Background: an optimization exercise with open tools, aiming at small area, a short achievable clock period and few clock cycles per item. Do not read the settings as production practice.
The RTL was checked by simulation tests, not by an equivalence proof against the original design.
Power is estimated from default activity; no workload was simulated.

### design.v
module zig_tab_fast (
    input  wire [6:0]  idx,
    output reg  [51:0] wfrac,
    output reg  [1:0]  wexp,
    output reg  [23:0] k
);
    always @(*) begin
        case (idx)
            7'd0: begin wfrac = 52'hdb4668fe7e4a4; wexp = 2'd3; k = 24'hed5a44; end
            7'd1: begin wfrac = 52'h16db47e193e1a; wexp = 2'd0; k = 24'h000000; end
            7'd2: begin wfrac = 52'h73949184db9df; wexp = 2'd0; k = 24'hc01e36; end
            7'd3: begin wfrac = 52'hb4c8fece48e83; wexp = 2'd0; k = 24'hd9c88f; end
            7'd4: begin wfrac = 52'he8e576e43fbef; wexp = 2'd0; k = 24'he4b68d; end
            7'd5: begin wfrac = 52'h0a936da5e55ad; wexp = 2'd1; k = 24'heac00a; end
            7'd6: begin wfrac = 52'h1e0ce6b5969b3; wexp = 2'd1; k = 24'hee9243; end
            7'd7: begin wfrac = 52'h2f98d6bb4f41f; wexp = 2'd1; k = 24'hf1344b; end
            7'd8: begin wfrac = 52'h3fabee1911cd7; wexp = 2'd1; k = 24'hf3208b; end
            7'd9: begin wfrac = 52'h4e94c08c0bab7; wexp = 2'd1; k = 24'hf4979c; end
            7'd10: begin wfrac = 52'h5c8afdbf0217b; wexp = 2'd1; k = 24'hf5bec5; end
            7'd11: begin wfrac = 52'h69b7b213f3f69; wexp = 2'd1; k = 24'hf6ad05; end
            7'd12: begin wfrac = 52'h763a1600eec74; wexp = 2'd1; k = 24'hf77151; end
            7'd13: begin wfrac = 52'h822a858af0e7d; wexp = 2'd1; k = 24'hf815ce; end
            7'd14: begin wfrac = 52'h8d9c6a9d35e3d; wexp = 2'd1; k = 24'hf8a199; end
            7'd15: begin wfrac = 52'h989f85c753b2c; wexp = 2'd1; k = 24'hf919d8; end
            7'd16: begin wfrac = 52'ha340d1baf5b18; wexp = 2'd1; k = 24'hf98259; end
            7'd17: begin wfrac = 52'had8b2506a137c; wexp = 2'd1; k = 24'hf9ddfd; end
            7'd18: begin wfrac = 52'hb787a7c516f3b; wexp = 2'd1; k = 24'hfa2efc; end
            7'd19: begin wfrac = 52'hc13e2b014e85c; wexp = 2'd1; k = 24'hfa7711; end
            7'd20: begin wfrac = 52'hcab56ac6a38d3; wexp = 2'd1; k = 24'hfab79c; end
            7'd21: begin wfrac = 52'hd3f340dda611c; wexp = 2'd1; k = 24'hfaf1ba; end
            7'd22: begin wfrac = 52'hdcfccc51c59f0; wexp = 2'd1; k = 24'hfb2651; end
            7'd23: begin wfrac = 52'he5d6909f51b6a; wexp = 2'd1; k = 24'hfb561c; end
            7'd24: begin wfrac = 52'hee848e956826f; wexp = 2'd1; k = 24'hfb81ba; end
            7'd25: begin wfrac = 52'hf70a5866c8f46; wexp = 2'd1; k = 24'hfba9ad; end
            7'd26: begin wfrac = 52'hff6b21fffe31a; wexp = 2'd1; k = 24'hfbce63; end
            7'd27: begin wfrac = 52'h03d4e7391c5b7; wexp = 2'd2; k = 24'hfbf039; end
            7'd28: begin wfrac = 52'h07e47d87a40f6; wexp = 2'd2; k = 24'hfc0f81; end
            7'd29: begin wfrac = 52'h0be58456ff4ae; wexp = 2'd2; k = 24'hfc2c7d; end
            7'd30: begin wfrac = 52'h0fd911b97f236; wexp = 2'd2; k = 24'hfc476b; end
            7'd31: begin wfrac = 52'h13c024b2c7ec6; wexp = 2'd2; k = 24'hfc607b; end
            7'd32: begin wfrac = 52'h179ba80463fec; wexp = 2'd2; k = 24'hfc77dd; end
            7'd33: begin wfrac = 52'h1b6c7492c9735; wexp = 2'd2; k = 24'hfc8db6; end
            7'd34: begin wfrac = 52'h1f335374a10f8; wexp = 2'd2; k = 24'hfca22a; end
            7'd35: begin wfrac = 52'h22f0ffbaa1e55; wexp = 2'd2; k = 24'hfcb557; end
            7'd36: begin wfrac = 52'h26a627fb9d120; wexp = 2'd2; k = 24'hfcc757; end
            7'd37: begin wfrac = 52'h2a536fae30e33; wexp = 2'd2; k = 24'hfcd844; end
            7'd38: begin wfrac = 52'h2df97057e7efb; wexp = 2'd2; k = 24'hfce832; end
            7'd39: begin wfrac = 52'h3198ba982d911; wexp = 2'd2; k = 24'hfcf734; end
            7'd40: begin wfrac = 52'h3531d7146a43e; wexp = 2'd2; k = 24'hfd055b; end
            7'd41: begin wfrac = 52'h38c54749b9033; wexp = 2'd2; k = 24'hfd12b8; end
            7'd42: begin wfrac = 52'h3c538647ef792; wexp = 2'd2; k = 24'hfd1f58; end
            7'd43: begin wfrac = 52'h3fdd09591d2a4; wexp = 2'd2; k = 24'hfd2b47; end
            7'd44: begin wfrac = 52'h436240982ad9d; wexp = 2'd2; k = 24'hfd3692; end
            7'd45: begin wfrac = 52'h46e39778de063; wexp = 2'd2; k = 24'hfd4141; end
            7'd46: begin wfrac = 52'h4a617543306cc; wexp = 2'd2; k = 24'hfd4b60; end
            7'd47: begin wfrac = 52'h4ddc3d83a5b84; wexp = 2'd2; k = 24'hfd54f5; end
            7'd48: begin wfrac = 52'h515450720f455; wexp = 2'd2; k = 24'hfd5e09; end
            7'd49: begin wfrac = 52'h54ca0b4ffd349; wexp = 2'd2; k = 24'hfd66a4; end
            7'd50: begin wfrac = 52'h583dc8bff3219; wexp = 2'd2; k = 24'hfd6ecb; end
            7'd51: begin wfrac = 52'h5bafe11654817; wexp = 2'd2; k = 24'hfd7684; end
            7'd52: begin wfrac = 52'h5f20aaa4dfc1a; wexp = 2'd2; k = 24'hfd7dd5; end
            7'd53: begin wfrac = 52'h62907a0176ebf; wexp = 2'd2; k = 24'hfd84c4; end
            7'd54: begin wfrac = 52'h65ffa248e016d; wexp = 2'd2; k = 24'hfd8b53; end
            7'd55: begin wfrac = 52'h696e755e16b84; wexp = 2'd2; k = 24'hfd9188; end
            7'd56: begin wfrac = 52'h6cdd4426b88a5; wexp = 2'd2; k = 24'hfd9766; end
            7'd57: begin wfrac = 52'h704c5ec50cb81; wexp = 2'd2; k = 24'hfd9cf1; end
            7'd58: begin wfrac = 52'h73bc14d01a2c9; wexp = 2'd2; k = 24'hfda22c; end
            7'd59: begin wfrac = 52'h772cb58a39dd6; wexp = 2'd2; k = 24'hfda71a; end
            7'd60: begin wfrac = 52'h7a9e90168b8ee; wexp = 2'd2; k = 24'hfdabbe; end
            7'd61: begin wfrac = 52'h7e11f3adaeb92; wexp = 2'd2; k = 24'hfdb019; end
            7'd62: begin wfrac = 52'h81872fd21db73; wexp = 2'd2; k = 24'hfdb42e; end
            7'd63: begin wfrac = 52'h84fe9484873b9; wexp = 2'd2; k = 24'hfdb800; end
            7'd64: begin wfrac = 52'h88787278810a6; wexp = 2'd2; k = 24'hfdbb8f; end
            7'd65: begin wfrac = 52'h8bf51b49ef337; wexp = 2'd2; k = 24'hfdbedd; end
            7'd66: begin wfrac = 52'h8f74e1b37c6b8; wexp = 2'd2; k = 24'hfdc1ec; end
            7'd67: begin wfrac = 52'h92f819c682bf5; wexp = 2'd2; k = 24'hfdc4bd; end
            7'd68: begin wfrac = 52'h967f1924c7b06; wexp = 2'd2; k = 24'hfdc751; end
            7'd69: begin wfrac = 52'h9a0a373c73f21; wexp = 2'd2; k = 24'hfdc9a8; end
            7'd70: begin wfrac = 52'h9d99cd86b58b4; wexp = 2'd2; k = 24'hfdcbc4; end
            7'd71: begin wfrac = 52'ha12e37c983369; wexp = 2'd2; k = 24'hfdcda5; end
            7'd72: begin wfrac = 52'ha4c7d45d01a31; wexp = 2'd2; k = 24'hfdcf4c; end
            7'd73: begin wfrac = 52'ha867047516e4f; wexp = 2'd2; k = 24'hfdd0b8; end
            7'd74: begin wfrac = 52'hac0c2c6fc6382; wexp = 2'd2; k = 24'hfdd1e9; end
            7'd75: begin wfrac = 52'hafb7b428fe7a1; wexp = 2'd2; k = 24'hfdd2e0; end
            7'd76: begin wfrac = 52'hb36a075498d64; wexp = 2'd2; k = 24'hfdd39c; end
            7'd77: begin wfrac = 52'hb72395df5b73b; wexp = 2'd2; k = 24'hfdd41d; end
            7'd78: begin wfrac = 52'hbae4d457ee119; wexp = 2'd2; k = 24'hfdd462; end
            7'd79: begin wfrac = 52'hbeae3c60cd0e4; wexp = 2'd2; k = 24'hfdd46a; end
            7'd80: begin wfrac = 52'hc2804d2c6b16f; wexp = 2'd2; k = 24'hfdd435; end
            7'd81: begin wfrac = 52'hc65b8c04dbac2; wexp = 2'd2; k = 24'hfdd3c0; end
            7'd82: begin wfrac = 52'hca4084e091e34; wexp = 2'd2; k = 24'hfdd30c; end
            7'd83: begin wfrac = 52'hce2fcb05f8c34; wexp = 2'd2; k = 24'hfdd215; end
            7'd84: begin wfrac = 52'hd229f9bfeefdb; wexp = 2'd2; k = 24'hfdd0da; end
            7'd85: begin wfrac = 52'hd62fb52580b86; wexp = 2'd2; k = 24'hfdcf58; end
            7'd86: begin wfrac = 52'hda41aaf79a344; wexp = 2'd2; k = 24'hfdcd8e; end
            7'd87: begin wfrac = 52'hde609397e09b9; wexp = 2'd2; k = 24'hfdcb79; end
            7'd88: begin wfrac = 52'he28d331c6723c; wexp = 2'd2; k = 24'hfdc914; end
            7'd89: begin wfrac = 52'he6c85a849b015; wexp = 2'd2; k = 24'hfdc65d; end
            7'd90: begin wfrac = 52'heb12e91486bbc; wexp = 2'd2; k = 24'hfdc350; end
            7'd91: begin wfrac = 52'hef6dcddc7d392; wexp = 2'd2; k = 24'hfdbfe8; end
            7'd92: begin wfrac = 52'hf3da097460823; wexp = 2'd2; k = 24'hfdbc1f; end
            7'd93: begin wfrac = 52'hf858aff31cbf0; wexp = 2'd2; k = 24'hfdb7f1; end
            7'd94: begin wfrac = 52'hfceaeb2ca5f17; wexp = 2'd2; k = 24'hfdb357; end
            7'd95: begin wfrac = 52'h00c8fea1720d4; wexp = 2'd3; k = 24'hfdae49; end
            7'd96: begin wfrac = 52'h0327a1cc4cf5e; wexp = 2'd3; k = 24'hfda8bf; end
            7'd97: begin wfrac = 52'h05921d1c4d769; wexp = 2'd3; k = 24'hfda2b0; end
            7'd98: begin wfrac = 52'h08093fe3e40e1; wexp = 2'd3; k = 24'hfd9c12; end
            7'd99: begin wfrac = 52'h0a8ded0ec371a; wexp = 2'd3; k = 24'hfd94d9; end
            7'd100: begin wfrac = 52'h0d211dd28b00f; wexp = 2'd3; k = 24'hfd8cf7; end
            7'd101: begin wfrac = 52'h0fc3e4d95f278; wexp = 2'd3; k = 24'hfd845d; end
            7'd102: begin wfrac = 52'h12777201834f3; wexp = 2'd3; k = 24'hfd7afa; end
            7'd103: begin wfrac = 52'h153d16d45743d; wexp = 2'd3; k = 24'hfd70b8; end
            7'd104: begin wfrac = 52'h18164be0c1c39; wexp = 2'd3; k = 24'hfd6580; end
            7'd105: begin wfrac = 52'h1b04b731f6bcc; wexp = 2'd3; k = 24'hfd5938; end
            7'd106: begin wfrac = 52'h1e0a342cf08f6; wexp = 2'd3; k = 24'hfd4bbe; end
            7'd107: begin wfrac = 52'h2128dd36bdf09; wexp = 2'd3; k = 24'hfd3ced; end
            7'd108: begin wfrac = 52'h246317a6b53c0; wexp = 2'd3; k = 24'hfd2c98; end
            7'd109: begin wfrac = 52'h27bba2b5dbc92; wexp = 2'd3; k = 24'hfd1a89; end
            7'd110: begin wfrac = 52'h2b35aa5ebee3e; wexp = 2'd3; k = 24'hfd0680; end
            7'd111: begin wfrac = 52'h2ed4df8099571; wexp = 2'd3; k = 24'hfcf02e; end
            7'd112: begin wfrac = 52'h329d9725e32f7; wexp = 2'd3; k = 24'hfcd732; end
            7'd113: begin wfrac = 52'h3694f3a3740d9; wexp = 2'd3; k = 24'hfcbb14; end
            7'd114: begin wfrac = 52'h3ac11b8e206d6; wexp = 2'd3; k = 24'hfc9b3b; end
            7'd115: begin wfrac = 52'h3f29848d3b416; wexp = 2'd3; k = 24'hfc76e6; end
            7'd116: begin wfrac = 52'h43d75b60bca1d; wexp = 2'd3; k = 24'hfc4d18; end
            7'd117: begin wfrac = 52'h48d61806d6010; wexp = 2'd3; k = 24'hfc1c7f; end
            7'd118: begin wfrac = 52'h4e3456b0e3a1b; wexp = 2'd3; k = 24'hfbe354; end
            7'd119: begin wfrac = 52'h54052012a04a4; wexp = 2'd3; k = 24'hfb9f18; end
            7'd120: begin wfrac = 52'h5a61edf7e8f32; wexp = 2'd3; k = 24'hfb4c34; end
            7'd121: begin wfrac = 52'h616dff7c8f54a; wexp = 2'd3; k = 24'hfae541; end
            7'd122: begin wfrac = 52'h695c2be68edc9; wexp = 2'd3; k = 24'hfa61c1; end
            7'd123: begin wfrac = 52'h7279dd4ac3f9d; wexp = 2'd3; k = 24'hf9b369; end
            7'd124: begin wfrac = 52'h7d45eb36eb842; wexp = 2'd3; k = 24'hf8c01e; end
            7'd125: begin wfrac = 52'h8aa73e440ffbc; wexp = 2'd3; k = 24'hf75217; end
            7'd126: begin wfrac = 52'h9c8e0c7c8098f; wexp = 2'd3; k = 24'hf4e442; end
            7'd127: begin wfrac = 52'hb8a7c476d2be8; wexp = 2'd3; k = 24'hefacc9; end
            default: begin wfrac = 52'h0; wexp = 2'd0; k = 24'h0; end
        endcase
    end
endmodule
module zig_tab_slow (
    input  wire [6:0]  idx,
    output reg  [51:0] ffrac,
    output reg  [3:0]  fexp,
    output reg  [51:0] dfrac,
    output reg  [2:0]  dexp
);
    always @(*) begin
        case (idx)
            7'd0: begin ffrac = 52'h0000000000000; fexp = 4'd15; dfrac = 52'h2a30f9f2ac450; dexp = 3'd4; end
            7'd1: begin ffrac = 52'hed5cf060d53bb; fexp = 4'd14; dfrac = 52'h2a30f9f2ac450; dexp = 3'd4; end
            7'd2: begin ffrac = 52'hdf6071934c096; fexp = 4'd14; dfrac = 52'hbf8fd9b1264a0; dexp = 3'd3; end
            7'd3: begin ffrac = 52'hd37a74ffb7e3f; fexp = 4'd14; dfrac = 52'h7cbf927284ae0; dexp = 3'd3; end
            7'd4: begin ffrac = 52'hc8d923f9e066e; fexp = 4'd14; dfrac = 52'h542a20baefa20; dexp = 3'd3; end
            7'd5: begin ffrac = 52'hbf19b6810e602; fexp = 4'd14; dfrac = 52'h37edaf1a40d80; dexp = 3'd3; end
            7'd6: begin ffrac = 52'hb6042cf903cb5; fexp = 4'd14; dfrac = 52'h22b13101529a0; dexp = 3'd3; end
            7'd7: begin ffrac = 52'had750b7255a18; fexp = 4'd14; dfrac = 52'h11e430d5c53a0; dexp = 3'd3; end
            7'd8: begin ffrac = 52'ha55418110d29f; fexp = 4'd14; dfrac = 52'h041e6c290ef20; dexp = 3'd3; end
            7'd9: begin ffrac = 52'h9d8fdfaec7bea; fexp = 4'd14; dfrac = 52'hf10e18915ad40; dexp = 3'd2; end
            7'd10: begin ffrac = 52'h961b4c1afe57a; fexp = 4'd14; dfrac = 52'hdd24e4f259c00; dexp = 3'd2; end
            7'd11: begin ffrac = 52'h8eec3c5bbfb34; fexp = 4'd14; dfrac = 52'hcbc3efcfa9180; dexp = 3'd2; end
            7'd12: begin ffrac = 52'h87faa61a739e6; fexp = 4'd14; dfrac = 52'hbc65905305380; dexp = 3'd2; end
            7'd13: begin ffrac = 52'h814005219cc6e; fexp = 4'd14; dfrac = 52'haea83e35b5e00; dexp = 3'd2; end
            7'd14: begin ffrac = 52'h7ab6f9c656c14; fexp = 4'd14; dfrac = 52'ha242d6d181680; dexp = 3'd2; end
            7'd15: begin ffrac = 52'h745b04d027f1c; fexp = 4'd14; dfrac = 52'h96fd3d8bb3e00; dexp = 3'd2; end
            7'd16: begin ffrac = 52'h6e2856a006c14; fexp = 4'd14; dfrac = 52'h8cab8c084c200; dexp = 3'd2; end
            7'd17: begin ffrac = 52'h681bab4ebdc18; fexp = 4'd14; dfrac = 52'h832ad4523ff00; dexp = 3'd2; end
            7'd18: begin ffrac = 52'h62322fc593a59; fexp = 4'd14; dfrac = 52'h7a5ee24a86fc0; dexp = 3'd2; end
            7'd19: begin ffrac = 52'h5c696d348e881; fexp = 4'd14; dfrac = 52'h7230a44147600; dexp = 3'd2; end
            7'd20: begin ffrac = 52'h56bf39249a236; fexp = 4'd14; dfrac = 52'h6a8d03fd192c0; dexp = 3'd2; end
            7'd21: begin ffrac = 52'h5131a8efe6179; fexp = 4'd14; dfrac = 52'h63640d2d02f40; dexp = 3'd2; end
            7'd22: begin ffrac = 52'h4bbf07c6c217d; fexp = 4'd14; dfrac = 52'h5ca84a48fff00; dexp = 3'd2; end
            7'd23: begin ffrac = 52'h4665cea500fb2; fexp = 4'd14; dfrac = 52'h564e4870472c0; dexp = 3'd2; end
            7'd24: begin ffrac = 52'h41249dc646445; fexp = 4'd14; dfrac = 52'h504c37aeadb40; dexp = 3'd2; end
            7'd25: begin ffrac = 52'h3bfa374538788; fexp = 4'd14; dfrac = 52'h4a99a04372f40; dexp = 3'd2; end
            7'd26: begin ffrac = 52'h36e57aa698262; fexp = 4'd14; dfrac = 52'h452f27a814980; dexp = 3'd2; end
            7'd27: begin ffrac = 52'h31e5612065cfc; fexp = 4'd14; dfrac = 52'h4006618c95980; dexp = 3'd2; end
            7'd28: begin ffrac = 52'h2cf8fa78591b5; fexp = 4'd14; dfrac = 52'h3b19aa032d1c0; dexp = 3'd2; end
            7'd29: begin ffrac = 52'h281f6a5d2446a; fexp = 4'd14; dfrac = 52'h366406cd352c0; dexp = 3'd2; end
            7'd30: begin ffrac = 52'h2357e62428f89; fexp = 4'd14; dfrac = 52'h31e10e3ed3840; dexp = 3'd2; end
            7'd31: begin ffrac = 52'h1ea1b2d9efcb5; fexp = 4'd14; dfrac = 52'h2d8cd28e4b500; dexp = 3'd2; end
            7'd32: begin ffrac = 52'h19fc239747fab; fexp = 4'd14; dfrac = 52'h2963d0a9f4280; dexp = 3'd2; end
            7'd33: begin ffrac = 52'h1566980fb8bac; fexp = 4'd14; dfrac = 52'h2562e1e3cffc0; dexp = 3'd2; end
            7'd34: begin ffrac = 52'h10e07b5015e52; fexp = 4'd14; dfrac = 52'h21872fe8b5680; dexp = 3'd2; end
            7'd35: begin ffrac = 52'h0c6942a5bbca5; fexp = 4'd14; dfrac = 52'h1dce2a9686b40; dexp = 3'd2; end
            7'd36: begin ffrac = 52'h08006ca84dde0; fexp = 4'd14; dfrac = 52'h1a357f5b7b140; dexp = 3'd2; end
            7'd37: begin ffrac = 52'h03a58060e667c; fexp = 4'd14; dfrac = 52'h16bb11d9dd900; dexp = 3'd2; end
            7'd38: begin ffrac = 52'hfeb0191503b06; fexp = 4'd13; dfrac = 52'h135cf59923e40; dexp = 3'd2; end
            7'd39: begin ffrac = 52'hf62f4dd04549d; fexp = 4'd13; dfrac = 52'h10196897ccd20; dexp = 3'd2; end
            7'd40: begin ffrac = 52'hedc7d75b77106; fexp = 4'd13; dfrac = 52'h0ceece99c72e0; dexp = 3'd2; end
            7'd41: begin ffrac = 52'he578f9f2c936c; fexp = 4'd13; dfrac = 52'h09dbad15bb340; dexp = 3'd2; end
            7'd42: begin ffrac = 52'hdd4204b58297e; fexp = 4'd13; dfrac = 52'h06dea7a8d3dc0; dexp = 3'd2; end
            7'd43: begin ffrac = 52'hd52250cd9b948; fexp = 4'd13; dfrac = 52'h03f67cfce06c0; dexp = 3'd2; end
            7'd44: begin ffrac = 52'hcd1940ad1b140; fexp = 4'd13; dfrac = 52'h0122041010100; dexp = 3'd2; end
            7'd45: begin ffrac = 52'hc5263f5e989c0; fexp = 4'd13; dfrac = 52'hfcc053a09e000; dexp = 3'd1; end
            7'd46: begin ffrac = 52'hbd48bfe6a41df; fexp = 4'd13; dfrac = 52'hf75fddfd1f840; dexp = 3'd1; end
            7'd47: begin ffrac = 52'hb5803cb422f1d; fexp = 4'd13; dfrac = 52'hf220cca04b080; dexp = 3'd1; end
            7'd48: begin ffrac = 52'hadcc371df4166; fexp = 4'd13; dfrac = 52'hed01658bb6dc0; dexp = 3'd1; end
            7'd49: begin ffrac = 52'ha62c36ec664da; fexp = 4'd13; dfrac = 52'he8000c6372300; dexp = 3'd1; end
            7'd50: begin ffrac = 52'h9e9fc9ed3ad0a; fexp = 4'd13; dfrac = 52'he31b3fcadf400; dexp = 3'd1; end
            7'd51: begin ffrac = 52'h97268391186b6; fexp = 4'd13; dfrac = 52'hde51970899500; dexp = 3'd1; end
            7'd52: begin ffrac = 52'h8fbffc917614c; fexp = 4'd13; dfrac = 52'hd9a1bfe895a80; dexp = 3'd1; end
            7'd53: begin ffrac = 52'h886bd29e22628; fexp = 4'd13; dfrac = 52'hd50a7cd4ec900; dexp = 3'd1; end
            7'd54: begin ffrac = 52'h8129a811a7651; fexp = 4'd13; dfrac = 52'hd08aa31ebf5c0; dexp = 3'd1; end
            7'd55: begin ffrac = 52'h79f923abe1175; fexp = 4'd13; dfrac = 52'hcc21197193700; dexp = 3'd1; end
            7'd56: begin ffrac = 52'h72d9f05230366; fexp = 4'd13; dfrac = 52'hc7ccd66c383c0; dexp = 3'd1; end
            7'd57: begin ffrac = 52'h6bcbbcd4c4723; fexp = 4'd13; dfrac = 52'hc38cdf5af10c0; dexp = 3'd1; end
            7'd58: begin ffrac = 52'h64ce3bb887d89; fexp = 4'd13; dfrac = 52'hbf60470f26680; dexp = 3'd1; end
            7'd59: begin ffrac = 52'h5de12305426e6; fexp = 4'd13; dfrac = 52'hbb462cd15a8c0; dexp = 3'd1; end
            7'd60: begin ffrac = 52'h57042c17986d6; fexp = 4'd13; dfrac = 52'hb73dbb6a80400; dexp = 3'd1; end
            7'd61: begin ffrac = 52'h503713768fb3f; fexp = 4'd13; dfrac = 52'hb34628422e5c0; dexp = 3'd1; end
            7'd62: begin ffrac = 52'h497998ac51ea1; fexp = 4'd13; dfrac = 52'haf5eb28f72780; dexp = 3'd1; end
            7'd63: begin ffrac = 52'h42cb7e21e8c52; fexp = 4'd13; dfrac = 52'hab86a29a493c0; dexp = 3'd1; end
            7'd64: begin ffrac = 52'h3c2c88fdb8dd0; fexp = 4'd13; dfrac = 52'ha7bd490bfa080; dexp = 3'd1; end
            7'd65: begin ffrac = 52'h359c810485cb7; fexp = 4'd13; dfrac = 52'ha401fe4cc4640; dexp = 3'd1; end
            7'd66: begin ffrac = 52'h2f1b307ccfe9a; fexp = 4'd13; dfrac = 52'ha05421ed78740; dexp = 3'd1; end
            7'd67: begin ffrac = 52'h28a864146107e; fexp = 4'd13; dfrac = 52'h9cb31a1bb8700; dexp = 3'd1; end
            7'd68: begin ffrac = 52'h2243eac7e2068; fexp = 4'd13; dfrac = 52'h991e531fc0580; dexp = 3'd1; end
            7'd69: begin ffrac = 52'h1bed95cc5751f; fexp = 4'd13; dfrac = 52'h95953ee2ad240; dexp = 3'd1; end
            7'd70: begin ffrac = 52'h15a5387a66034; fexp = 4'd13; dfrac = 52'h9217547c53ac0; dexp = 3'd1; end
            7'd71: begin ffrac = 52'h0f6aa83b46cf7; fexp = 4'd13; dfrac = 52'h8ea40fc7ccf40; dexp = 3'd1; end
            7'd72: begin ffrac = 52'h093dbc774f1a0; fexp = 4'd13; dfrac = 52'h8b3af0fded5c0; dexp = 3'd1; end
            7'd73: begin ffrac = 52'h031e4e85fb6a1; fexp = 4'd13; dfrac = 52'h87db7c54ebfc0; dexp = 3'd1; end
            7'd74: begin ffrac = 52'hfa18733ed2789; fexp = 4'd12; dfrac = 52'h848539a48b720; dexp = 3'd1; end
            7'd75: begin ffrac = 52'hee0eb59e61862; fexp = 4'd12; dfrac = 52'h8137b40e1e4e0; dexp = 3'd1; end
            7'd76: begin ffrac = 52'he21f21d12332e; fexp = 4'd12; dfrac = 52'h7df279a7ca680; dexp = 3'd1; end
            7'd77: begin ffrac = 52'hd64978f7cf9d6; fexp = 4'd12; dfrac = 52'h7ab51b2a72b00; dexp = 3'd1; end
            7'd78: begin ffrac = 52'hca8d7f9ac2021; fexp = 4'd12; dfrac = 52'h777f2ba1b36a0; dexp = 3'd1; end
            7'd79: begin ffrac = 52'hbeeafd99d710f; fexp = 4'd12; dfrac = 52'h7450401d5e240; dexp = 3'd1; end
            7'd80: begin ffrac = 52'hb361be1eb801c; fexp = 4'd12; dfrac = 52'h7127ef63e1e60; dexp = 3'd1; end
            7'd81: begin ffrac = 52'ha7f18f918fb5c; fexp = 4'd12; dfrac = 52'h6e05d1a509800; dexp = 3'd1; end
            7'd82: begin ffrac = 52'h9c9a43902c0f3; fexp = 4'd12; dfrac = 52'h6ae9802c74d20; dexp = 3'd1; end
            7'd83: begin ffrac = 52'h915baee792bf0; fexp = 4'd12; dfrac = 52'h67d295132a060; dexp = 3'd1; end
            7'd84: begin ffrac = 52'h8635a99016373; fexp = 4'd12; dfrac = 52'h64c0aaef90fa0; dexp = 3'd1; end
            7'd85: begin ffrac = 52'h7b280eabfd4b9; fexp = 4'd12; dfrac = 52'h61b35c831d740; dexp = 3'd1; end
            7'd86: begin ffrac = 52'h7032bc88d676a; fexp = 4'd12; dfrac = 52'h5eaa4464da9e0; dexp = 3'd1; end
            7'd87: begin ffrac = 52'h655594a396d54; fexp = 4'd12; dfrac = 52'h5ba4fca7f42c0; dexp = 3'd1; end
            7'd88: begin ffrac = 52'h5a907baface5f; fexp = 4'd12; dfrac = 52'h58a31e7d3dea0; dexp = 3'd1; end
            7'd89: begin ffrac = 52'h4fe359a138234; fexp = 4'd12; dfrac = 52'h55a441ce98560; dexp = 3'd1; end
            7'd90: begin ffrac = 52'h454e19baa0e72; fexp = 4'd12; dfrac = 52'h52a7fcd2e7840; dexp = 3'd1; end
            7'd91: begin ffrac = 52'h3ad0aa9dd7fa4; fexp = 4'd12; dfrac = 52'h4fade3991d9c0; dexp = 3'd1; end
            7'd92: begin ffrac = 52'h306afe6193144; fexp = 4'd12; dfrac = 52'h4cb587889cc00; dexp = 3'd1; end
            7'd93: begin ffrac = 52'h261d0aaaebe72; fexp = 4'd12; dfrac = 52'h49be76d4e5a40; dexp = 3'd1; end
            7'd94: begin ffrac = 52'h1be6c8cbda96f; fexp = 4'd12; dfrac = 52'h46c83be22a060; dexp = 3'd1; end
            7'd95: begin ffrac = 52'h11c835e71b728; fexp = 4'd12; dfrac = 52'h43d25c97e48e0; dexp = 3'd1; end
            7'd96: begin ffrac = 52'h07c1531a2b49b; fexp = 4'd12; dfrac = 52'h40dc599e051a0; dexp = 3'd1; end
            7'd97: begin ffrac = 52'hfba44b5c4de8b; fexp = 4'd11; dfrac = 52'h3de5ad808aab0; dexp = 3'd1; end
            7'd98: begin ffrac = 52'he7f56ea105fbc; fexp = 4'd11; dfrac = 52'h3aedcbb47ecf0; dexp = 3'd1; end
            7'd99: begin ffrac = 52'hd4762ca983a5a; fexp = 4'd11; dfrac = 52'h37f41f7825620; dexp = 3'd1; end
            7'd100: begin ffrac = 52'hc126ac011775f; fexp = 4'd11; dfrac = 52'h34f80a86c2fb0; dexp = 3'd1; end
            7'd101: begin ffrac = 52'hae071dc7af28f; fexp = 4'd11; dfrac = 52'h31f8e39684d00; dexp = 3'd1; end
            7'd102: begin ffrac = 52'h9b17be7e63eeb; fexp = 4'd11; dfrac = 52'h2ef5f494b3a40; dexp = 3'd1; end
            7'd103: begin ffrac = 52'h8858d6f54ff30; fexp = 4'd11; dfrac = 52'h2bee78913fbb0; dexp = 3'd1; end
            7'd104: begin ffrac = 52'h75cabd60e5dbb; fexp = 4'd11; dfrac = 52'h28e19946a1750; dexp = 3'd1; end
            7'd105: begin ffrac = 52'h636dd69e8c211; fexp = 4'd11; dfrac = 52'h25ce6c259baa0; dexp = 3'd1; end
            7'd106: begin ffrac = 52'h514297b239a5b; fexp = 4'd11; dfrac = 52'h22b3eec527b60; dexp = 3'd1; end
            7'd107: begin ffrac = 52'h3f4987896ad6a; fexp = 4'd11; dfrac = 52'h1f91028cecf10; dexp = 3'd1; end
            7'd108: begin ffrac = 52'h2d8341133a33b; fexp = 4'd11; dfrac = 52'h1c6467630a2f0; dexp = 3'd1; end
            7'd109: begin ffrac = 52'h1bf075c20a9fe; fexp = 4'd11; dfrac = 52'h192cb512f93d0; dexp = 3'd1; end
            7'd110: begin ffrac = 52'h0a91f09183c33; fexp = 4'd11; dfrac = 52'h15e853086dcb0; dexp = 3'd1; end
            7'd111: begin ffrac = 52'hf2d13368bd127; fexp = 4'd10; dfrac = 52'h12956dd2539f8; dexp = 3'd1; end
            7'd112: begin ffrac = 52'hd0eaf63395868; fexp = 4'd10; dfrac = 52'h0f31e9a93c5f8; dexp = 3'd1; end
            7'd113: begin ffrac = 52'haf738c17a5016; fexp = 4'd10; dfrac = 52'h0bbb50df84290; dexp = 3'd1; end
            7'd114: begin ffrac = 52'h8e6db483bc1bb; fexp = 4'd10; dfrac = 52'h082ebc9f472d8; dexp = 3'd1; end
            7'd115: begin ffrac = 52'h6ddc9dd1fe248; fexp = 4'd10; dfrac = 52'h0488b58defb98; dexp = 3'd1; end
            7'd116: begin ffrac = 52'h4dc3fcbd99702; fexp = 4'd10; dfrac = 52'h00c508a325a30; dexp = 3'd1; end
            7'd117: begin ffrac = 52'h2e282b724adac; fexp = 4'd10; dfrac = 52'hf9bd14b4e9560; dexp = 3'd0; end
            7'd118: begin ffrac = 52'h0f0e539c89b76; fexp = 4'd10; dfrac = 52'hf19d7d5c12360; dexp = 3'd0; end
            7'd119: begin ffrac = 52'he0f951d57e236; fexp = 4'd9; dfrac = 52'he91aab1caa5b0; dexp = 3'd0; end
            7'd120: begin ffrac = 52'ha4f57a25d9cbd; fexp = 4'd9; dfrac = 52'he01ebd7d22bc8; dexp = 3'd0; end
            7'd121: begin ffrac = 52'h6a23fa9d5f276; fexp = 4'd9; dfrac = 52'hd68bfc43d5238; dexp = 3'd0; end
            7'd122: begin ffrac = 52'h309cee4e09981; fexp = 4'd9; dfrac = 52'hcc38627aac7a8; dexp = 3'd0; end
            7'd123: begin ffrac = 52'hf100847645165; fexp = 4'd8; dfrac = 52'hc0e5609738674; dexp = 3'd0; end
            7'd124: begin ffrac = 52'h83f4bed19339a; fexp = 4'd8; dfrac = 52'hb42f1692c772c; dexp = 3'd0; end
            7'd125: begin ffrac = 52'h1a9b6b3fc1937; fexp = 4'd8; dfrac = 52'ha5654e474698c; dexp = 3'd0; end
            7'd126: begin ffrac = 52'h6ba8b0ffb627e; fexp = 4'd7; dfrac = 52'h931c4aff99fe0; dexp = 3'd0; end
            7'd127: begin ffrac = 52'h5de9e33726f20; fexp = 4'd6; dfrac = 52'h79677ec8455dc; dexp = 3'd0; end
            default: begin ffrac = 52'h0; fexp = 4'd0; dfrac = 52'h0; dexp = 3'd0; end
        endcase
    end
endmodule
module zig_mul (
    input  wire [26:0] a,
    input  wire [52:0] b,
    input  wire [52:0] c,
    output wire [79:0] s
);
    assign s = a * b + c;
endmodule
module zig_add (
    input  wire [63:0] v,
    input  wire [63:0] c,
    output wire [53:0] m,
    output wire        st,
    output wire [10:0] e,
    output wire        sg,
    output wire        spec,
    output wire [63:0] spec_val
);
    wire v_nan = (v[62:52] == 11'h7FF) && (v[51:0] != 0);
    wire v_inf = (v[62:52] == 11'h7FF) && (v[51:0] == 0);
    wire        swap = (v[62:0] > c[62:0]);
    wire [62:0] x = swap ? v[62:0] : c[62:0];
    wire [62:0] z = swap ? c[62:0] : v[62:0];
    wire        sx = swap & v[63];
    wire        eff_sub = v[63];
    wire [10:0] ex = x[62:52];                                  
    wire [10:0] ez = (z[62:52] == 0) ? 11'd1 : z[62:52];
    wire [52:0] mx = {1'b1, x[51:0]};
    wire [52:0] mz = {(z[62:52] != 0), z[51:0]};
    wire [10:0] d  = ex - ez;
    wire [56:0] za = {1'b0, mz, 3'b000};
    reg  [5:0]  tzz;
    integer k;
    always @(*) begin
        tzz = 6'd63;
        for (k = 52; k >= 0; k = k - 1)
            if (mz[k]) tzz = k[5:0] + 6'd3;
    end
    wire        zst = ({1'b0, d} > {6'd0, tzz});
    wire [56:0] zsh = (d > 11'd56) ? 57'd0 : (za >> d[5:0]);
    wire [56:0] zs  = {zsh[56:1], zsh[0] | zst};
    wire [56:0] xa  = {1'b0, mx, 3'b000};
    wire [56:0] sum = xa + (zs ^ {57{eff_sub}}) + {56'd0, eff_sub};
    reg [56:0] sn;
    reg [10:0] en;
    reg [5:0]  lz;
    always @(*) begin
        if (sum[56]) begin
            sn = {1'b0, sum[56:2], sum[1] | sum[0]};
            en = ex + 11'd1;
        end else begin
            sn = sum;
            lz = 6'd0;
            if (sn[55:24] == 0) begin sn = sn << 32; lz = lz + 6'd32; end
            if (sn[55:40] == 0) begin sn = sn << 16; lz = lz + 6'd16; end
            if (sn[55:48] == 0) begin sn = sn << 8;  lz = lz + 6'd8;  end
            if (sn[55:52] == 0) begin sn = sn << 4;  lz = lz + 6'd4;  end
            if (sn[55:54] == 0) begin sn = sn << 2;  lz = lz + 6'd2;  end
            if (sn[55]    == 0) begin sn = sn << 1;  lz = lz + 6'd1;  end
            en = ex - {5'd0, lz};
        end
    end
    assign m  = sn[55:2];
    assign st = sn[1] | sn[0];
    assign e  = en;
    assign sg = sx;
    wire zero = (sum == 57'd0);
    assign spec     = v_nan | v_inf | zero;
    assign spec_val = v_nan ? 64'h7FF8000000000000 : v_inf ? v : 64'd0;
endmodule
module uniform_sampler_control_adapter (
    input  wire        n32_req_in,
    input  wire        unit_req_in,
    input  wire        seed_req_in,
    input  wire [31:0] seed_val_in,
    output wire        us_next32_req,
    output wire        us_unit_req,
    output wire        us_seed_req,
    output wire [31:0] us_seed_val
);
    assign us_next32_req = n32_req_in;
    assign us_unit_req   = unit_req_in;
    assign us_seed_req   = seed_req_in;
    assign us_seed_val   = seed_val_in;
endmodule
module ziggurat_rejection_engine #(
    parameter [31:0] RESET_SEED = 32'h5EED0001
) (
    input  wire        clk,
    input  wire        rst,
    input  wire        cmd_valid,
    output wire        cmd_ready,
    input  wire [32:0] cmd_word,
    output wire        res_valid,
    input  wire        res_ready,
    output wire [63:0] res_data,
    output wire        busy,
    output wire        fault,
    output wire [1:0]  fault_code,
    output wire        n32_req,
    input  wire        n32_ack,
    input  wire [31:0] n32_data,
    output wire        unit_req,
    input  wire        unit_ack,
    input  wire [63:0] unit_data,
    output wire        seed_req,
    input  wire        seed_ack,
    output wire [31:0] seed_val,
    output wire        icdf_req_valid,
    input  wire        icdf_req_ready,
    output wire [63:0] icdf_req_arg,
    input  wire        icdf_rsp_valid,
    output wire        icdf_rsp_ready,
    input  wire [63:0] icdf_rsp_val,
    output wire        exp_req_valid,
    input  wire        exp_req_ready,
    output wire [63:0] exp_req_arg,
    input  wire        exp_rsp_valid,
    output wire        exp_rsp_ready,
    input  wire [63:0] exp_rsp_val
);
    localparam [51:0] P_FRAC = 52'h2E0BF9C1E1FB4;         
    localparam [10:0] P_EXP  = 11'h3F3;
    localparam [63:0] Q_CONST = 64'h3FEFFDA3E80C7C3C;      
    localparam [63:0] ONE     = 64'h3FF0000000000000;
    localparam [4:0] S_INIT = 5'd0,  S_IDLE = 5'd1,  S_SEED = 5'd2,  S_REQR = 5'd3,
                     S_RES  = 5'd4,
                     S_WU   = 5'd5,  S_WT   = 5'd6,  S_WE   = 5'd7,  S_WP   = 5'd8,
                     S_WY   = 5'd9,
                     S_TU   = 5'd10, S_T0   = 5'd11, S_T1   = 5'd12, S_TA   = 5'd13,
                     S_TR   = 5'd14, S_TW   = 5'd15, S_DN   = 5'd16, S_WX   = 5'd17,
                     S_TB   = 5'd18, S_RT   = 5'd19, S_WC   = 5'd20, S_WD   = 5'd21,
                     S_UN   = 5'd22;
    reg [4:0]  st;
    reg [6:0]  ir;        
    reg        sr;        
    reg [23:0] jr;        
    reg [4:0]  lzr;       
    reg [51:0] wr;        
    reg [1:0]  wer;       
    reg        stk25, stk26;   
    reg        m_fast, m_x0, m_x1, m_d0, m_d1, m_p0, m_p1;
    reg [63:0] u;         
    reg [1:0]  uehi;      
    reg [2:0]  ucls;      
    reg [63:0] rt;        
    reg [53:0] acc;       
    reg        acc_st;
    reg [6:0]  cnt;
    wire st_idle = (st == S_IDLE);
    wire st_wd   = (st == S_WD);
    wire wd_acc;          
    wire st_res  = (st == S_RES) | (st == S_RT) | (st_wd & wd_acc);
    wire take_ok = st_idle | (st_res & res_ready);
    wire take    = take_ok & cmd_valid;
    assign cmd_ready  = take_ok;
    assign busy       = ~take_ok;
    assign res_valid  = st_res;
    assign fault      = 1'b0;
    assign fault_code = 2'd0;
    assign n32_req  = (st == S_REQR) | (st_wd & ~wd_acc) | (take & ~cmd_word[32]);
    assign unit_req = (st == S_WX) | (st == S_TU);
    assign seed_req = (st == S_INIT) | (st == S_SEED);
    assign seed_val = (st == S_INIT) ? RESET_SEED : rt[31:0];
    wire n32_fire   = n32_req & n32_ack;
    wire [23:0] j_in = n32_data[31:8];
    wire [6:0]  i_in = n32_data[7:1];
    wire        s_in = n32_data[0];
    wire [51:0] wfrac;
    wire [1:0]  wexp;
    wire [23:0] k_in;
    zig_tab_fast u_tf (.idx(i_in), .wfrac(wfrac), .wexp(wexp), .k(k_in));
    wire fast_ok = (i_in != 7'd0) && (j_in < k_in);
    reg [23:0] jn;
    reg [4:0]  lzj;
    always @(*) begin
        jn = j_in; lzj = 5'd0;
        if (jn[23:8]  == 0) begin jn = jn << 16; lzj[4] = 1'b1; end
        if (jn[23:16] == 0) begin jn = jn << 8;  lzj[3] = 1'b1; end
        if (jn[23:20] == 0) begin jn = jn << 4;  lzj[2] = 1'b1; end
        if (jn[23:22] == 0) begin jn = jn << 2;  lzj[1] = 1'b1; end
        if (jn[23]    == 0) begin jn = jn << 1;  lzj[0] = 1'b1; end
    end
    wire j_zero = ~jr[23];
    reg [4:0] tzj;
    reg [5:0] tzw;
    integer q;
    always @(*) begin
        tzj = 5'd24;
        for (q = 23; q >= 0; q = q - 1)
            if (jn[q]) tzj = q[4:0];
        tzw = 6'd52;
        for (q = 51; q >= 0; q = q - 1)
            if (wfrac[q]) tzw = q[5:0];
    end
    wire [6:0] tzp = {2'b00, tzj} + {1'b0, tzw} + 7'd3;
    wire [51:0] ffrac_in, dfrac_in;
    wire [3:0]  fexp_in;
    wire [2:0]  dexp_in;
    zig_tab_slow u_ts (.idx(i_in), .ffrac(ffrac_in), .fexp(fexp_in), .dfrac(dfrac_in), .dexp(dexp_in));
    reg  [51:0] ffrac, dfrac;
    reg  [3:0]  fexp;
    reg  [2:0]  dexp;
    wire [10:0] eu    = unit_data[62:52];
    wire        u_nan_in  = (eu == 11'h7FF) && (unit_data[51:0] != 0);
    wire        u_inf_in  = (eu == 11'h7FF) && (unit_data[51:0] == 0);
    wire        u_zero_in = (unit_data[62:0] == 0);
    wire [10:0] eu_eff_in = (eu == 0) ? 11'd1 : eu;
    wire        u_sub_in  = (eu == 0) & ~u_zero_in;    
    reg         uh;                                    
    wire [12:0] eu_dec = {uehi, u[62:52]} - 13'd1;
    wire signed [12:0] eu_eff = $signed({uehi, u[62:52]});
    wire        u_nan  = ucls[2];
    wire        u_inf  = ucls[1];
    wire        u_zero = ucls[0];
    wire [52:0] um = {1'b1, u[51:0]};
    wire [52:0] xm = {1'b1, rt[51:0]};
    wire m_u0 = m_d0 | m_p0;
    wire m_u1 = m_d1 | m_p1;
    wire m_pass0 = m_x0 | m_u0;
    wire m_pass1 = m_x1 | m_u1;
    wire [26:0] ma = ({27{m_fast}} & {jr, 3'b000})
                   | ({27{m_u0}}   & {1'b0, um[25:0]})
                   | ({27{m_u1}}   & um[52:26])
                   | ({27{m_x0}}   & {1'b0, xm[25:0]})
                   | ({27{m_x1}}   & xm[52:26]);
    wire [52:0] mb = ({53{m_fast}}         & {1'b1, wr})
                   | ({53{m_d0 | m_d1}}    & {1'b1, dfrac})
                   | ({53{m_p0 | m_p1}}    & {1'b1, P_FRAC})
                   | ({53{m_x0 | m_x1}}    & xm);
    wire [52:0] mc = {53{m_pass1}} & acc[52:0];
    wire [79:0] ms;
    zig_mul u_mul (.a(ma), .b(mb), .c(mc), .s(ms));
    wire        mtop = ms[79];
    wire [53:0] nm   = mtop ? ms[79:26] : ms[78:25];
    wire        nst  = (|ms[24:0]) | (mtop & ms[25]) | (m_pass1 & acc_st);
    wire [10:0] e_fast = 11'd1020 + {9'd0, wer} - {6'd0, lzr} + {10'd0, mtop};
    wire [10:0] ex_x   = rt[62:52];
    wire signed [12:0] e_alpha = m_x1 ? $signed({2'b00, ex_x}) - 13'sd1 : eu_eff;
    wire signed [12:0] e_beta  = m_x1 ? $signed({2'b00, ex_x})
                               : m_d1 ? $signed({2'b00, 11'd1014 + {8'd0, dexp}})
                               :        $signed({2'b00, P_EXP});
    wire signed [12:0] e_slow  = e_alpha + e_beta - 13'sd1023 + $signed({12'd0, mtop});
    wire u_spec = u_nan | u_inf | u_zero;
    wire subn   = m_u1 & ~u_spec & (e_slow < 13'sd1);
    wire a_w = (st == S_WY);
    wire a_q = (st == S_TA);
    wire a_r = (st == S_TB);
    wire [63:0] av = {u[63] ^ a_r, u[62:0]};
    wire [63:0] ac = a_w ? {1'b0, 11'd1008 + {7'd0, fexp}, ffrac} : a_q ? Q_CONST : ONE;
    wire [53:0] am;
    wire        ast, asg, aspec;
    wire [10:0] ae;
    wire [63:0] aspec_val;
    zig_add u_add (.v(av), .c(ac), .m(am), .st(ast), .e(ae), .sg(asg), .spec(aspec), .spec_val(aspec_val));
    wire src_add = a_w | a_q | a_r;
    wire src_acc = (st == S_DN);
    wire        fst  = mtop ? stk26 : stk25;
    wire        finc = nm[0] & (fst | nm[1]);
    wire [62:0] fmag = {e_fast, nm[52:1]} + {62'd0, finc};
    wire [63:0] fval = (st == S_RT) ? rt : j_zero ? {sr, 63'd0} : {sr, fmag};
    assign res_data = fval;
    reg  [53:0] rm;
    reg         rs, rsg, spec;
    reg  [10:0] re;
    reg  [63:0] spec_val;
    always @(*) begin
        if (src_add) begin
            rm = am; rs = ast; re = ae; rsg = asg;
            spec = aspec; spec_val = aspec_val;
        end else if (src_acc) begin
            rm = acc; rs = acc_st; re = 11'd0; rsg = u[63];
            spec = 1'b0; spec_val = 64'd0;
        end else if (m_x1) begin
            rm = nm; rs = nst; re = e_slow[10:0]; rsg = 1'b1;
            spec = (rt[62:0] == 0); spec_val = 64'h8000000000000000;
        end else begin
            rm = nm; rs = nst; re = e_slow[10:0]; rsg = u[63];
            spec = u_spec;
            spec_val = u_nan ? 64'h7FF8000000000000 : {u[63], u_inf ? 11'h7FF : 11'h000, 52'd0};
        end
    end
    wire        rinc = rm[0] & (rs | rm[1]);
    wire [62:0] rmag = {re, rm[52:1]} + {62'd0, rinc};
    wire [63:0] rval = spec ? spec_val : {rsg, rmag};
    function automatic flt(input [63:0] a, input [63:0] b);
        reg a_nan, b_nan, both_zero;
        begin
            a_nan     = (a[62:52] == 11'h7FF) && (a[51:0] != 0);
            b_nan     = (b[62:52] == 11'h7FF) && (b[51:0] != 0);
            both_zero = (a[62:0] == 0) && (b[62:0] == 0);
            if (a_nan || b_nan || both_zero)
                flt = 1'b0;
            else if (a[63] != b[63])
                flt = a[63];
            else if (!a[63])
                flt = (a[62:0] < b[62:0]);
            else
                flt = (a[62:0] > b[62:0]);
        end
    endfunction
    assign exp_req_valid  = (st == S_WE);
    assign exp_req_arg    = rt;
    assign exp_rsp_ready  = a_w | (st == S_WC);
    assign wd_acc = flt(rt, u);
    assign icdf_req_valid = (st == S_TR);
    assign icdf_req_arg   = rt;
    assign icdf_rsp_ready = (st == S_TW);
    always @(posedge clk) begin
        if (take & cmd_word[32])
            rt[31:0] <= cmd_word[31:0];
        if (n32_fire) begin
            stk25 <= (tzp < 7'd25);
            stk26 <= (tzp < 7'd26);
            jr  <= jn;
            lzr <= lzj;
            wr  <= wfrac;
            wer <= wexp;
            ffrac <= ffrac_in;
            fexp  <= fexp_in;
            dfrac <= dfrac_in;
            dexp  <= dexp_in;
            ir  <= i_in;
            sr  <= s_in;
        end
        if (st == S_WX)
            rt <= fval;
        if ((st == S_TW) & icdf_rsp_valid)
            rt <= {icdf_rsp_val[63] ^ sr, icdf_rsp_val[62:0]};
        if (m_x1 | a_r | a_w)
            rt <= rval;
        if (unit_req & unit_ack) begin
            u    <= {unit_data[63], eu_eff_in, unit_data[51:0]};
            uehi <= 2'b00;
            uh   <= ~u_sub_in;
            ucls <= {u_nan_in, u_inf_in, u_zero_in};
        end
        if ((m_u1 & ~subn) | a_q | (src_acc & (cnt == 7'd0)))
            u <= rval;
        if ((a_w | (st == S_WC)) & exp_rsp_valid)
            u <= exp_rsp_val;
        if ((st == S_UN) & ~uh) begin
            {uh, u[51:0]} <= {u[51:0], 1'b0};
            {uehi, u[62:52]} <= eu_dec;
        end
        if (m_pass0) begin
            acc    <= {1'b0, ms[78:26]};
            acc_st <= |ms[25:0];
        end
        if (subn) begin
            acc    <= nm;
            acc_st <= nst;
            cnt    <= 7'd1 - e_slow[6:0];
        end
        if (src_acc & (cnt != 7'd0)) begin
            acc    <= {1'b0, acc[53:1]};
            acc_st <= acc_st | acc[0];
            cnt    <= cnt - 7'd1;
        end
    end
    wire [4:0] st_after_x = fast_ok ? S_RES : (i_in == 7'd0) ? S_TU : S_WX;
    reg [4:0] nx;
    always @(*) begin
        nx = st;
        if (rst) begin
            nx = S_INIT;
        end else begin
            case (st)
                S_INIT: if (seed_ack) nx = S_IDLE;
                S_IDLE, S_RES, S_RT:
                    if (take) begin
                        if (cmd_word[32])  nx = S_SEED;
                        else if (n32_ack)  nx = st_after_x;
                        else               nx = S_REQR;
                    end else if (st_res & res_ready) begin
                        nx = S_IDLE;
                    end
                S_SEED: if (seed_ack) nx = S_IDLE;
                S_REQR: if (n32_ack) nx = st_after_x;
                S_WX: if (unit_ack) nx = u_sub_in ? S_UN : S_WU;
                S_WU: nx = S_WT;
                S_WT: nx = S_WE;
                S_WE: if (exp_req_ready) nx = S_WP;
                S_WP: nx = subn ? S_DN : S_WY;
                S_WY: nx = exp_rsp_valid ? S_WD : S_WC;
                S_WD:
                    if (wd_acc) begin
                        if (take) begin
                            if (cmd_word[32])  nx = S_SEED;
                            else if (n32_ack)  nx = st_after_x;
                            else               nx = S_REQR;
                        end else if (res_ready) begin
                            nx = S_IDLE;
                        end else begin
                            nx = S_RES;
                        end
                    end else begin
                        nx = n32_ack ? st_after_x : S_REQR;
                    end
                S_WC: if (exp_rsp_valid) nx = S_WD;
                S_UN: if (uh) nx = (ir == 7'd0) ? S_T0 : S_WU;
                S_TU: if (unit_ack) nx = u_sub_in ? S_UN : S_T0;
                S_T0: nx = S_T1;
                S_T1: nx = subn ? S_DN : S_TA;
                S_TA: nx = S_TB;
                S_TB: nx = S_TR;
                S_TR: if (icdf_req_ready) nx = S_TW;
                S_TW: if (icdf_rsp_valid) nx = S_RT;
                S_DN: if (cnt == 7'd0) nx = (ir == 7'd0) ? S_TA : S_WY;
                default: nx = S_INIT;
            endcase
        end
    end
    always @(posedge clk) begin
        st     <= nx;
        m_x0   <= (nx == S_WU);
        m_x1   <= (nx == S_WT);
        m_d0   <= (nx == S_WE);
        m_d1   <= (nx == S_WP);
        m_p0   <= (nx == S_T0);
        m_p1   <= (nx == S_T1);
        m_fast <= ~((nx == S_WU) | (nx == S_WT) | (nx == S_WE) | (nx == S_WP) | (nx == S_T0) | (nx == S_T1));
    end
endmodule
module ziggurat_sampler (
    input  wire        clk,
    input  wire        rst,
    input  wire        cmd_valid,
    output wire        cmd_ready,
    input  wire [32:0] cmd_word,
    output wire        res_valid,
    input  wire        res_ready,
    output wire [63:0] res_data,
    output wire        busy,
    output wire        fault,
    output wire [1:0]  fault_code,
    output wire        us_next32_req,
    input  wire        us_next32_ack,
    input  wire [31:0] us_next32_data,
    output wire        us_unit_req,
    input  wire        us_unit_ack,
    input  wire [63:0] us_unit_data,
    output wire        us_seed_req,
    input  wire        us_seed_ack,
    output wire [31:0] us_seed_val,
    output wire        icdf_req_valid,
    input  wire        icdf_req_ready,
    output wire [63:0] icdf_req_arg,
    input  wire        icdf_rsp_valid,
    output wire        icdf_rsp_ready,
    input  wire [63:0] icdf_rsp_val,
    output wire        exp_req_valid,
    input  wire        exp_req_ready,
    output wire [63:0] exp_req_arg,
    input  wire        exp_rsp_valid,
    output wire        exp_rsp_ready,
    input  wire [63:0] exp_rsp_val
);
    wire        n32_req, unit_req, seed_req;
    wire [31:0] seed_val;
    ziggurat_rejection_engine u_engine (
        .clk(clk), .rst(rst),
        .cmd_valid(cmd_valid), .cmd_ready(cmd_ready), .cmd_word(cmd_word),
        .res_valid(res_valid), .res_ready(res_ready), .res_data(res_data),
        .busy(busy), .fault(fault), .fault_code(fault_code),
        .n32_req(n32_req), .n32_ack(us_next32_ack), .n32_data(us_next32_data),
        .unit_req(unit_req), .unit_ack(us_unit_ack), .unit_data(us_unit_data),
        .seed_req(seed_req), .seed_ack(us_seed_ack), .seed_val(seed_val),
        .icdf_req_valid(icdf_req_valid), .icdf_req_ready(icdf_req_ready), .icdf_req_arg(icdf_req_arg),
        .icdf_rsp_valid(icdf_rsp_valid), .icdf_rsp_ready(icdf_rsp_ready), .icdf_rsp_val(icdf_rsp_val),
        .exp_req_valid(exp_req_valid), .exp_req_ready(exp_req_ready), .exp_req_arg(exp_req_arg),
        .exp_rsp_valid(exp_rsp_valid), .exp_rsp_ready(exp_rsp_ready), .exp_rsp_val(exp_rsp_val)
    );
    uniform_sampler_control_adapter u_adapter (
        .n32_req_in(n32_req), .unit_req_in(unit_req), .seed_req_in(seed_req), .seed_val_in(seed_val),
        .us_next32_req(us_next32_req), .us_unit_req(us_unit_req),
        .us_seed_req(us_seed_req), .us_seed_val(us_seed_val)
    );
endmodule
### constraint.sdc
create_clock -name core_clock -period 32.0 [get_ports {clk}]
set_input_delay 6.4000 -clock core_clock [delete_from_list [all_inputs] [get_ports {clk}]]
set_output_delay 6.4000 -clock core_clock [all_outputs]
set_load 0.01 [all_outputs]
### run.sh
#!/bin/bash
# synth_recipe.tcl (not shown) runs the flow's synth.tcl, then flattens the netlist and writes it again
# the make line also repeats each setting of config.mk as NAME=value (left out here)
make -C /OpenROAD-flow-scripts/flow DESIGN_CONFIG=/design/flow/config.mk WORK_HOME=/design/flow/orfs CLKGATE_MAP_FILE= SYNTH_SCRIPT=/design/flow/synth_recipe.tcl finish
### config.mk
export PLATFORM = sky130hd
export DESIGN_NAME = ziggurat_sampler
export DESIGN_NICKNAME = ziggurat_sampler
export VERILOG_FILES = /design/flow/design.v
export SDC_FILE = /design/flow/constraint.sdc
export NUM_CORES = 4
export LEC_CHECK = 0
export ABC_AREA = 1
export CAP_MARGIN = 20
export CORE_MARGIN = 2
export CORE_UTILIZATION = 40
export PLACE_DENSITY = 0.55
export SLEW_MARGIN = 20
export SYNTH_MEMORY_MAX_BITS = 65536
==> results_dict.tcl <==
set metrics [dict create \
    status "aborted with a tool error" \
    stop_stage "global routing" \
    error_line "[ERROR GRT-0116] Global routing finished with congestion. Check the congestion regions in the DRC Viewer." \
    yosys.area_share.simple_pct 26.3 \
    yosysWarnings 4 \
    synth_common_cells "nand2_1, inv_1, nor2_1" \
    synth_top_family_by_area "adder cells" \
    place_inst 20600 \
    gp_congestion 1.43 \
    die_h_um 530 \
    synth_edf_count 396 \
    synthCells 16600 \
    dpl-instance-area_um2 122000 \
    postCtsHoldBufs 0 \
    cts_buffers 53 \
    grt_overflow 1318 \
    synth-async-reset-ratio_pct 0 \
    post-cts-setup-buffers 0 \
    grt_max_degree 100 \
    cts_root_buf "clkbuf_16" \
    syn_area_um2 111000 \
    dp_hpwl_um 748000 \
    synth.most_common_cell "nand2_1" \
    syn_avg_cell_area_um2 6.67 \
    dominantRegCellSynth "edfxtp_1" \
    cts_resized 0 \
    synth_area_leaders "fa_1, nand2_1, edfxtp_1" \
    synth_cell_types 89 \
    pin_count 505 \
    synth_top_area_share_pct 24.1 \
    ys_ff_latch 410 \
    synth_compound_area_share_pct 16.6 \
    htree_levels 2 \
    yosys.area.top_type "fa_1" \
    grt_pass1_vias 150000 \
    grt_pass1_wl_um 1500000 \
    seq_area_frac_synth_pct 11.0 \
    synth_xor_area_share_pct 1.90 \
    rows 193 \
    die_x_um 530 \
    cts_sinks 410 \
    port_buffers 501 \
    cts_buffer_depth 3 \
    start_util_pct 40.2 \
    synth_fa_ha_area_share_pct 30.3 \
    grt_usage_pct 76.6 \
    synthMuxAreaShare_pct 0.117 \
]
metrics by stage:
stage / total power, mW / setup slack, ns
4_1_cts: 16.4 / 8.43
3_5_place_dp: 15.6 / 9.21
3_3_place_gp: 15.6 / 9.12
2_1_floorplan: 8.65 / 12.46
power by group through the flow:
stage / combinational, mW / clock (mW) / sequential (mW)
after floorplan: 7.81 / 0 / 0.844
after global placement: 14.7 / 0 / 0.848
after detailed placement: 14.8 / 0 / 0.848
after CTS: 14.8 / 0.673 / 0.837
worst max path at each step:
stage / endpoint / slack (ns) / cells after the start
4_1_cts: res_data[62] / 8.43 / 68
3_5_place_dp: res_data[62] / 9.21 / 68
3_3_place_gp: res_data[58] / 9.12 / 68
2_1_floorplan: res_data[58] / 12.46 / 64
kinds of logic after synthesis:
family                   Yosys count
XOR/XNOR                         239
AO/OA/AOI/OAI                   3055
flip-flops                       410
adder cells (fa/ha/maj)         1881
other                              1
AND/OR/NAND/NOR                 7088
buffers and inverters           3937
multiplexers                      13
layer usage:
layer	GRT overflow	track usage [%]
met1	75	81.6
met4	424	67.4
met2	733	88.5
met5	9	34.3
met3	77	64.5
Testbench counts, summed over its fixed seeds: cycles 19,769, items 15,992.
